What follows belongs to an exercise in optimizing a design on an open flow for small area, a short achievable clock period and few clock cycles per item; a production flow would make more cautious choices.
The RTL was checked by simulation tests, not by an equivalence proof against the original design.
No activity file was given, so power comes from the tool's default toggle rates.

### flow/config.mk
export PLATFORM = sky130hd
export DESIGN_NAME = pvss_ladder
export DESIGN_NICKNAME = pvss_ladder
export VERILOG_FILES = /design/flow/design.v
export SDC_FILE = /design/flow/constraint.sdc
export NUM_CORES = 4
export LEC_CHECK = 0
export CAP_MARGIN = 20
export CORE_MARGIN = 2
export CORE_UTILIZATION = 40
export SLEW_MARGIN = 20
### flow/constraint.sdc
create_clock -name core_clock -period 12.0 [get_ports {clk}]
set_input_delay 2.4000 -clock core_clock [delete_from_list [all_inputs] [get_ports {clk}]]
set_output_delay 2.4000 -clock core_clock [all_outputs]
set_load 0.01 [all_outputs]
### flow/design.v
module pvss_ladder #(
    parameter W = 64
) (
    input  wire         clk,
    input  wire         rst,
    input  wire         start,
    input  wire [W-1:0] p,
    input  wire [W-1:0] a24,
    input  wire [W-1:0] x,
    input  wire [W-1:0] k,
    output wire         ready,
    output reg          done,
    output reg  [2:0]   ecode,
    output wire [W-1:0] x0,
    output wire [W-1:0] z0,
    output wire [W-1:0] x1,
    output wire [W-1:0] z1
);
    localparam [2:0] E_OK = 3'd0, E_PARAM = 3'd3, E_DEGEN = 3'd4;
    localparam [2:0] S_IDLE  = 3'd0,
                     S_RED   = 3'd1,    
                     S_CHKX  = 3'd2,
                     S_SCAN  = 3'd3,    
                     S_OPS   = 3'd4,    
                     S_MUL   = 3'd5,    
                     S_WB    = 3'd6,    
                     S_FIN   = 3'd7;
    reg [2:0]   state;
    reg [W-1:0] pr, a24r, xr, kr;
    reg [W-1:0] l0x, l0z, l1x, l1z;
    reg [W-1:0] tu, tv, ts, td;
    reg [6:0]   bits_left;              
    reg [3:0]   uop;                    
    reg         kbit;                   
    assign ready = (state == S_IDLE);
    assign x0 = l0x;
    assign z0 = l0z;
    assign x1 = l1x;
    assign z1 = l1z;
    function [W-1:0] mod_add(input [W-1:0] a, input [W-1:0] b, input [W-1:0] m);
        reg [W:0] s;
        begin
            s = {1'b0, a} + {1'b0, b};
            if (s >= {1'b0, m})
                s = s - {1'b0, m};
            mod_add = s[W-1:0];
        end
    endfunction
    function [W-1:0] mod_sub(input [W-1:0] a, input [W-1:0] b, input [W-1:0] m);
        begin
            if (a >= b)
                mod_sub = a - b;
            else
                mod_sub = a - b + m;
        end
    endfunction
    wire [W-1:0] ax = kbit ? l1x : l0x;
    wire [W-1:0] az = kbit ? l1z : l0z;
    wire [W-1:0] bx = kbit ? l0x : l1x;
    wire [W-1:0] bz = kbit ? l0z : l1z;
    wire [W-1:0] a_sum  = mod_add(ax, az, pr);
    wire [W-1:0] a_dif  = mod_sub(ax, az, pr);
    wire [W-1:0] b_sum  = mod_add(bx, bz, pr);
    wire [W-1:0] b_dif  = mod_sub(bx, bz, pr);
    wire [W-1:0] uv_sum = mod_add(tu, tv, pr);
    wire [W-1:0] uv_dif = mod_sub(tu, tv, pr);
    wire [W-1:0] sd_dif = mod_sub(ts, td, pr);
    wire [W-1:0] dv_sum = mod_add(td, tv, pr);
    reg [W-1:0] op_a, op_b;
    always @* begin
        case (uop)
            4'd0:    begin op_a = a_dif;  op_b = b_sum;  end
            4'd1:    begin op_a = a_sum;  op_b = b_dif;  end
            4'd2:    begin op_a = a_sum;  op_b = a_sum;  end
            4'd3:    begin op_a = a_dif;  op_b = a_dif;  end
            4'd4:    begin op_a = uv_sum; op_b = uv_sum; end
            4'd5:    begin op_a = uv_dif; op_b = uv_dif; end
            4'd6:    begin op_a = xr;     op_b = tu;     end
            4'd7:    begin op_a = ts;     op_b = td;     end
            4'd8:    begin op_a = a24r;   op_b = sd_dif; end
            4'd9:    begin op_a = sd_dif; op_b = dv_sum; end
            4'd10:   begin op_a = xr;     op_b = {{(W-1){1'b0}}, 1'b1}; end
            default: begin op_a = a24r;   op_b = {{(W-1){1'b0}}, 1'b1}; end
        endcase
    end
    reg [W-1:0] mul_a, mul_b, mul_r;
    reg [6:0]   mul_cnt;
    wire [W+1:0] r2   = {1'b0, mul_r, 1'b0} + (mul_a[W-1] ? {2'b00, mul_b} : {(W+2){1'b0}});
    wire [W+1:0] r2s1 = (r2 >= {2'b00, pr}) ? r2 - {2'b00, pr} : r2;
    wire [W+1:0] r2s2 = (r2s1 >= {2'b00, pr}) ? r2s1 - {2'b00, pr} : r2s1;
    always @(posedge clk) begin
        if (rst) begin
            state     <= S_IDLE;
            done      <= 1'b0;
            ecode     <= E_OK;
            uop       <= 4'd0;
            kbit      <= 1'b0;
            bits_left <= 7'd0;
            mul_cnt   <= 7'd0;
        end else begin
            case (state)
                S_IDLE: begin
                    if (start) begin
                        done  <= 1'b0;
                        ecode <= E_OK;
                        pr    <= p;
                        xr    <= x;
                        a24r  <= a24;
                        kr    <= k;
                        bits_left <= W;
                        if (p < 2) begin
                            ecode <= E_PARAM;
                            state <= S_FIN;
                        end else begin
                            uop   <= 4'd10;
                            state <= S_OPS;
                        end
                    end
                end
                S_OPS: begin
                    mul_a   <= op_a;
                    mul_b   <= op_b;
                    mul_r   <= {W{1'b0}};
                    mul_cnt <= W;
                    state   <= S_MUL;
                end
                S_MUL: begin
                    mul_r   <= r2s2[W-1:0];
                    mul_a   <= {mul_a[W-2:0], 1'b0};
                    mul_cnt <= mul_cnt - 7'd1;
                    if (mul_cnt == 7'd1)
                        state <= S_WB;
                end
                S_WB: begin
                    state <= S_OPS;
                    case (uop)
                        4'd0:  tu <= mul_r;
                        4'd1:  tv <= mul_r;
                        4'd2:  ts <= mul_r;
                        4'd3:  td <= mul_r;
                        4'd4:  if (kbit) l0x <= mul_r; else l1x <= mul_r;
                        4'd5:  tu <= mul_r;
                        4'd6:  if (kbit) l0z <= mul_r; else l1z <= mul_r;
                        4'd7:  if (kbit) l1x <= mul_r; else l0x <= mul_r;
                        4'd8:  tv <= mul_r;
                        4'd9:  if (kbit) l1z <= mul_r; else l0z <= mul_r;
                        4'd10: xr <= mul_r;
                        default: a24r <= mul_r;
                    endcase
                    if (uop == 4'd10) begin
                        uop <= 4'd11;
                    end else if (uop == 4'd11) begin
                        state <= S_CHKX;
                    end else if (uop == 4'd9) begin
                        uop <= 4'd0;
                        if (bits_left == 7'd0)
                            state <= S_FIN;
                        else begin
                            kbit      <= kr[W-1];
                            kr        <= {kr[W-2:0], 1'b0};
                            bits_left <= bits_left - 7'd1;
                        end
                    end else begin
                        uop <= uop + 4'd1;
                    end
                end
                S_CHKX: begin
                    l0x <= {{(W-1){1'b0}}, 1'b1};
                    l0z <= {W{1'b0}};
                    l1x <= xr;
                    l1z <= {{(W-1){1'b0}}, 1'b1};
                    if (xr == {W{1'b0}}) begin
                        ecode <= E_DEGEN;
                        state <= S_FIN;
                    end else begin
                        state <= S_SCAN;
                    end
                end
                S_SCAN: begin
                    if (bits_left == 7'd0) begin
                        state <= S_FIN;
                    end else if (kr[W-1]) begin
                        kbit      <= 1'b1;
                        kr        <= {kr[W-2:0], 1'b0};
                        bits_left <= bits_left - 7'd1;
                        uop       <= 4'd0;
                        state     <= S_OPS;
                    end else begin
                        kr        <= {kr[W-2:0], 1'b0};
                        bits_left <= bits_left - 7'd1;
                    end
                end
                S_FIN: begin
                    if (ecode == E_OK &&
                        ((l0x == {W{1'b0}} && l0z == {W{1'b0}}) ||
                         (l1x == {W{1'b0}} && l1z == {W{1'b0}})))
                        ecode <= E_DEGEN;
                    done  <= 1'b1;
                    state <= S_IDLE;
                end
                default: state <= S_IDLE;
            endcase
        end
    end
endmodule
### flow/run.sh
#!/bin/bash
# synth_recipe.tcl (not shown) runs the flow's synth.tcl, then flattens the netlist and writes it again
# the make line also repeats each setting of config.mk as NAME=value (left out here)
make -C /OpenROAD-flow-scripts/flow DESIGN_CONFIG=/design/flow/config.mk WORK_HOME=/design/flow/orfs CLKGATE_MAP_FILE= SYNTH_SCRIPT=/design/flow/synth_recipe.tcl finish
==> flow_metrics.py <==
metrics = {
    "layout": {
        "nets": 17200,
        "area_growth_pct": 13.6,
        "final_common_cell": "a21oi_1",
        "final_util_pct": 45.6,
        "drive_gt1_share_pct": 7.90,
        "final_area_um2": 140000,
        "most-common-layout-cells": "a21oi_1, nand2_1, ha_1, nor2_1, edfxtp_1",
    },
    "worst_setup_path": {
        "end_kind": "flop",
        "reg2reg_to": "mul_b[39]",
        "cp_common_cell": "buf_4",
        "crit_arrival_ns": 12.16,
        "cp_max_fo": 35,
        "r2r_cells": 33,
        "cpPeakStageDelay_ns": 0.91,
        "crit_type": "reg2reg",
        "cp_slowest_cell": "xnor2_1",
        "cp-start-kind": "flop",
        "reg2reg_slack_ns": 0.43,
        "crit-reg2reg-launch": "kbit",
        "critPathRequiredTime_ns": 12.58,
    },
    "drt": {
        "final_antenna_net_count": 0,
        "routedWlPerCell_um": 36.9,
        "drt-pass1-iter-count": 8,
        "drtIter0Drc": 21000,
        "route.vias.total": 134000,
        "totalWireLength_um": 738000,
        "via_per_inst": 6.70,
        "drc": 0,
    },
    "min_path": {
        "holdPathEnd": "mul_cnt[1]",
        "min_path_type": "reg2reg",
        "min_from": "mul_cnt[1]",
        "hold_depth": 2,
    },
    "timing": {
        "rsz0062_at_grt": "no",
        "hold_viol_final": 0,
        "fin_crit_ns": 11.57,
        "post-route-period-util_pct": 96.4,
        "slew_headroom_pct": 10.7,
        "clock_skew_ns": 0.0547,
        "timing.final.ws_setup_ns": 0.428,
        "hold-worst-slack_ns": 0.466,
        "setup_viol": 0,
        "worstMarginPinSlew_ns": 1.34,
        "tns_ns": 0,
        "max_freq_mhz": 86.4,
        "slew_violations": 0,
    },
    "place": {
        "port_buffers": 519,
        "pre_cts_slack_ns": 0.619,
        "place_area_um2": 135000,
        "routabilityCongestion": 1.12,
        "dp_hpwl_um": 616000,
    },
    "floorplan": {
        "dieArea_um2": 312000,
        "fp-row-count": 203,
        "dieHeight_um": 558,
        "die_w_um": 558,
        "initial_core_util_pct": 40.2,
        "core-area_um2": 306000,
        "ios": 520,
    },
    "synthesis": {
        "ys_warn_count": 1,
        "async_flop_share_pct": 0,
        "ys_types": 118,
        "yosysSeqAreaShare_pct": 23.9,
        "netlist_area_um2": 123000,
        "yosys_register_bits": 985,
        "synth.net_count": 16800,
        "ys_dominant_reg_cell": "edfxtp_1",
        "synthCells": 15300,
        "postSynthAreaPerCell_um2": 8.03,
        "synth_enable_flop_cells": 960,
    },
    "global_route": {
        "overflow": 0,
        "grt_use_total_pct": 45.2,
        "grt_pass1_vias": 122000,
        "antenna_found_initial": 99,
        "grt_start_max_net_pins": 135,
        "grt_pass1_wl_um": 980000,
    },
    "status": {
        "status": "finished clean",
    },
    "pwr": {
        "power_density_nw_per_um2": 106,
        "p_leak_uw": 0.0561,
        "peakVddDrop_mv": 0.0962,
    },
    "clock_network": {
        "cts_setup_buffers": 0,
        "h-tree-depth": 4,
        "clock_sinks": 985,
        "cts.clk_slew.worst_paths_ns": 0.06,
        "clockRootBuffer": "clkbuf_16",
        "cts_tree": "done",
        "clk_path_buf_depth": 4,
        "insertion_delay_ns": 0.89,
        "numCtsBuffers": 142,
    },
    "flow_run": {
        "cap_violations": 0,
    },
}
power breakdown:
part / internal (uW) / leakage, uW / switching (uW) / total, uW
clock: 2440 / 0.00216 / 1920 / 4360
combinational: 2330 / 0.0449 / 3920 / 6250
sequential: 3980 / 0.00900 / 205 / 4180
total: 8740 / 0.0561 / 6050 / 14800
critical path, delay by kind of cell (launching register included):
kind / cells / cell delay, ns
mux: 2 / 0.52
buf+inv: 9 / 2.25
compound gates: 12 / 4.12
fa+ha+maj: 2 / 0.88
simple gates: 7 / 1.69
flops: 1 / 0.75
xor+xnor: 1 / 0.91
layout make-up:
class	count	area [um2]
Antenna cell	87	218
Multi-Input combinational cell	12700	87900
Inverter	786	2950
Clock buffer	169	3710
Tap cell	4100	5130
Clock inverter	83	781
Sequential cell	985	29300
Fill cell	30900	166000
Timing Repair Buffer	1070	9530
worst max-delay path by stage:
stage               slack [ns]  startpoint         to  depth (start not counted)
global route              0.19   mul_a[63]  mul_r[56]                         46
global placement         -0.29        kbit  mul_b[39]                         32
finish                    0.43        kbit  mul_b[39]                         33
floorplan                 2.64   mul_a[63]   mul_r[3]                         46
CTS                       0.58   mul_a[63]  mul_r[27]                         41
detailed placement        0.62   mul_a[63]  mul_r[27]                         41
kinds of logic after synthesis:
kind of cell               Yosys count  share of synthesized area (%)
DFF                                985                           23.9
xor gates and xnor gates          1132                           8.07
buffers and inverters             1575                           5.02
adders and majority gates         1233                           12.7
muxes                              585                           5.03
and+or+nand+nor                   4621                           17.9
AOI/OAI and AO/OA                 5164                           27.4
cell usage after synthesis (60+ instances only):
master    instances  area share (%)
a21oi_1        1622             6.6
nand2_1        1404             4.3
ha_1           1214              12
nor2_1         1203             3.7
edfxtp_1        960              23
o21ai_0         906             3.7
xnor2_1         797             5.7
inv_1           775             2.4
clkbuf_1        606             1.9
a21o_1          579             3.5
xor2_1          335             2.4
mux2i_1         323             2.6
nand4_1         313             1.6
nor3_1          289             1.2
nor2b_1         274             1.4
nand3_1         271             1.1
mux2_2          260             2.4
o21bai_1        253             1.5
nor4_1          214             1.1
a31oi_1         178            0.91
a211oi_1        167             1.0
o21a_1          164             1.0
and2_1          141            0.72
o31ai_1         132            0.81
nand2b_1        131            0.67
o211ai_1        130            0.79
a221oi_1        119            0.85
and3_1          100            0.51
or3_1            97            0.49
buf_2            92            0.37
o221ai_1         79            0.56
o22ai_1          66            0.34
buf_1            64            0.20
a21boi_0         60            0.37
state kept, by name (all words and copies together), names as in the netlist, 3 cells and up:
| signal | flops |
|---|---|
| mul_cnt | 7 |
| mul_b | 64 |
| mul_r | 64 |
| td | 64 |
| l0z | 64 |
| mul_a | 64 |
| xr | 64 |
| kr | 64 |
| tu | 64 |
| ts | 64 |
| l1x | 64 |
| l0x | 64 |
| tv | 64 |
| l1z | 64 |
| state | 3 |
| a24r | 64 |
| pr | 64 |
| uop | 4 |
| bits_left | 7 |
per-layer routing:
layer	up-vias	global-route usage [%]	wire, um
li1	58000	-	-
met1	66000	60.8	300000
met2	8719	63.3	292000
met3	1212	16.5	103000
met4	36	21.7	42400
met5	-	0	230
what timing repair did:
action	4_1_cts	5_1_grt
hold buffers	0	0
endpoints found under the setup margin	0	21
resized for setup	0	1
metrics by stage:
step	power (uW)	cells
2_1_floorplan	7890	15300
3_3_place_gp	10300	19700
3_5_place_dp	10200	19700
4_1_cts	14500	19900
5_1_grt	15200	19900
6_report	14800	20000
Testbench counts, summed over its fixed seeds: cycles 2,668,570, items 64.

[re-timing with driven ports]
The flow's constraints put no driver on any port. The routed layout listed below was extracted and timed again, unchanged, in two steps. Step 1: set_driving_cell puts a clkbuf_16 on clk and a buf_2 on each other input, an assumption about the parent block. Step 2 moves the port delays by t, midway between the first and last clock arrival at a register: inputs arrive t later, outputs are due t later. That takes back most of the time a late clock gives input paths. a / b / c = ideal / step 1 / step 2; a / b = the first two.
shift t [ns]: 0.995
setup WS [ns]: 0.428 / 0.428 / 0.428
latest minus earliest clock arrival (ns): 0.055 / 0.054
slew at the worst register clock pin (ns): 0.07 / 0.07
After both steps this run still meets setup and hold. For this run, drivers alone change the setup slack by 0.000 ns; drivers and shift together by 0.000 ns.
